This is an optimization exercise on Yosys and OpenROAD, whose aim is small area, a short achievable clock period and few clock cycles per item, not a production implementation. Power figures rest on the tool's default switching activity, not on a simulated workload.

Design wib_expander, start of the top module:
module wib_expander (
    input  wire        clk,
    input  wire        rst,         
    input  wire        in_valid,
    output wire        in_ready,
    input  wire [63:0] in_data,
    output wire        out_valid,
    input  wire        out_ready,
    output wire [63:0] out_data,
    output wire        out_last     
);
==> module wib_expander, before the edit <==
module wib_expander (
    input  wire        clk,
    input  wire        rst,         
    input  wire        in_valid,
    output wire        in_ready,
    input  wire [63:0] in_data,
    output wire        out_valid,
    input  wire        out_ready,
    output wire [63:0] out_data,
    output wire        out_last     
);
    reg  [3:0]  ph;         
    reg         hdr;        
    reg  [1:0]  hcnt;       
    reg  [2:0]  grp;        
    reg  [15:0] x, y, z;    
    wire [15:0] c0 = in_data[15:0];
    wire [15:0] c1 = in_data[31:16];
    wire [15:0] c2 = in_data[47:32];
    wire [15:0] c3 = in_data[63:48];
    assign out_valid = ph[3] | (in_valid & ~hdr);
    assign in_ready  = hdr | (out_ready & ~ph[3]);
    assign out_last  = ph[3] & (grp == 3'd0);
    wire [15:0] s0 = ({16{ph[0]}} & c0) | ({16{ph[1]}} & x)  | ({16{ph[2]}} & y)  | ({16{ph[3]}} & z);
    wire [15:0] s1 = ({16{ph[0]}} & c1) | ({16{ph[1]}} & c0) | ({16{ph[2]}} & x)  | ({16{ph[3]}} & y);
    wire [15:0] s2 = ({16{ph[0]}} & c2) | ({16{ph[1]}} & c1) | ({16{ph[2]}} & c0) | ({16{ph[3]}} & x);
    wire [47:0] d = {s2, s1, s0};
    assign out_data = {4'h0, d[47:36], 4'h0, d[35:24], 4'h0, d[23:12], 4'h0, d[11:0]};
    wire out_fire = out_valid & out_ready;
    wire din_fire = in_valid & ~hdr & out_ready & ~ph[3];
    always @(posedge clk) begin
        if (in_valid & out_ready & ~ph[3]) begin
            x <= c3;
            y <= c2;
            z <= c1;
        end
    end
    always @(posedge clk) begin
        if (rst) begin
            ph   <= 4'b0001;
            hdr  <= 1'b1;
            hcnt <= 2'd3;
            grp  <= 3'd0;
        end else begin
            if (out_fire)
                ph <= {ph[2:0], ph[3]};
            if (hdr) begin
                if (in_valid) begin
                    hcnt <= hcnt - 2'd1;
                    if (hcnt == 2'd0)
                        hdr <= 1'b0;
                end
            end else if (din_fire & ph[2]) begin
                grp <= grp + 3'd1;
                if (grp[1:0] == 2'd3) begin
                    hdr  <= 1'b1;
                    hcnt <= grp[2] ? 2'd3 : 2'd1;
                end
            end
        end
    end
endmodule
clock: 4.0 ns
lec_check: 0
cap_margin: 20
core_margin: 2
core_utilization: 40
setup_slack_margin: 1.7
slew_margin: 20
standard.sh (not shown) runs the stock make flow with config.mk's settings and CLKGATE_MAP_FILE= SYNTH_SCRIPT=/design/flow/synth_recipe.tcl, a recipe that flattens the netlist after the stock synthesis.
==> flow/flow/run.sh <==
#!/bin/bash
# Standard layout, with the port buffers that buffer_ports inserts made of
# sky130_fd_sc_hd__buf_1 instead of the cell it picks by default, and the
# constant outputs left on the one tie cell that synthesis gives them.
set -euo pipefail
export BUFFER_PORTS_ARGS="-buffer_cell sky130_fd_sc_hd__buf_1"
export SKIP_REPAIR_TIE_FANOUT=1
bash standard.sh > standard.log 2>&1
The starting point produced a clean layout.
==> next run, changes <==
==> flow/design.v (replaced) <==
module wib_expander (
    input  wire        clk,
    input  wire        rst,         
    input  wire        in_valid,
    output wire        in_ready,
    input  wire [63:0] in_data,
    output wire        out_valid,
    input  wire        out_ready,
    output wire [63:0] out_data,
    output wire        out_last     
);
    reg  [3:0]  ph;         
    reg  [3:0]  pa;         
    reg         hdr;        
    reg  [1:0]  hcnt;       
    reg  [2:0]  grp;        
    reg  [15:0] x, y;       
    wire [15:0] c0 = in_data[15:0];
    wire [15:0] c1 = in_data[31:16];
    wire [15:0] c2 = in_data[47:32];
    wire [15:0] c3 = in_data[63:48];
    assign out_valid = in_valid & ~hdr;
    assign in_ready  = hdr | (out_ready & ~ph[2]);
    assign out_last  = ph[3] & (grp == 3'd7);
    wire [15:0] s0 = ({16{pa[0]}} & c0) | ({16{pa[1]}} & x)  | ({16{pa[2]}} & y)  | ({16{pa[3]}} & c1);
    wire [15:0] s1 = ({16{pa[0]}} & c1) | ({16{pa[1]}} & c0) | ({16{pa[2]}} & x)  | ({16{pa[3]}} & c2);
    wire [15:0] s2 = ({16{ph[0]}} & c2) | ({16{ph[1]}} & c1) | ({16{ph[2]}} & c0) | ({16{ph[3]}} & c3);
    wire [47:0] d = {s2, s1, s0};
    assign out_data = {4'h0, d[47:36], 4'h0, d[35:24], 4'h0, d[23:12], 4'h0, d[11:0]};
    wire out_fire = in_valid & ~hdr & out_ready;
    always @(posedge clk) begin
        if (in_valid & out_ready) begin
            x <= c3;
            y <= c2;
        end
    end
    always @(posedge clk) begin
        if (rst) begin
            ph   <= 4'b0001;
            pa   <= 4'b0001;
            hdr  <= 1'b1;
            hcnt <= 2'd3;
            grp  <= 3'd0;
        end else begin
            if (hdr) begin
                if (in_valid) begin
                    hcnt <= hcnt - 2'd1;
                    if (hcnt == 2'd0)
                        hdr <= 1'b0;
                end
            end else if (out_fire) begin
                ph <= {ph[2:0], ph[3]};
                pa <= {pa[2:0], pa[3]};
                if (ph[3]) begin
                    grp <= grp + 3'd1;
                    if (grp[1:0] == 2'd3) begin
                        hdr  <= 1'b1;
                        hcnt <= grp[2] ? 2'd3 : 2'd1;
                    end
                end
            end
        end
    end
endmodule
Result: The new run completed with no timing, DRC or antenna violations; total power drops by 27%; design area is lower by 15%; register-to-register slack improves by 0.71 ns; wire length is lower by 11%; first-iteration DRC count increases by 4.0%; non-clock buffer count is lower by 5; clock-buffer cell count fell by 7.
Function was not checked in any run of this note: the RTL went through the layout flow alone.

-- separate check: timing with driven ports --
In the flow no input, the clock included, has a driving cell. The finished layouts below were timed again as built, in two steps. Step 1 sets driving cells, clkbuf_16 on the clock port and buf_2 on the other inputs (assumed; they add their load-dependent delay and slew). Step 2 moves the port delays by t, midway between the first and last clock arrival at a register: inputs arrive t later, outputs are due t later. That takes back most of the time a late clock gives input paths. Three values: ideal, step 1, step 2; two values: the first two.
run | t (ns) | setup slack, ns | worst setup path at the end
the first run | 0.349 | 1.744 / 1.726 / 1.632 | input to register
the second run | 0.320 | 1.799 / 1.778 / 1.778 | input to output
After both steps every run listed still meets setup and hold. For the first run, which loses most, drivers alone change the setup slack by -0.018 ns; drivers and shift together by -0.112 ns.
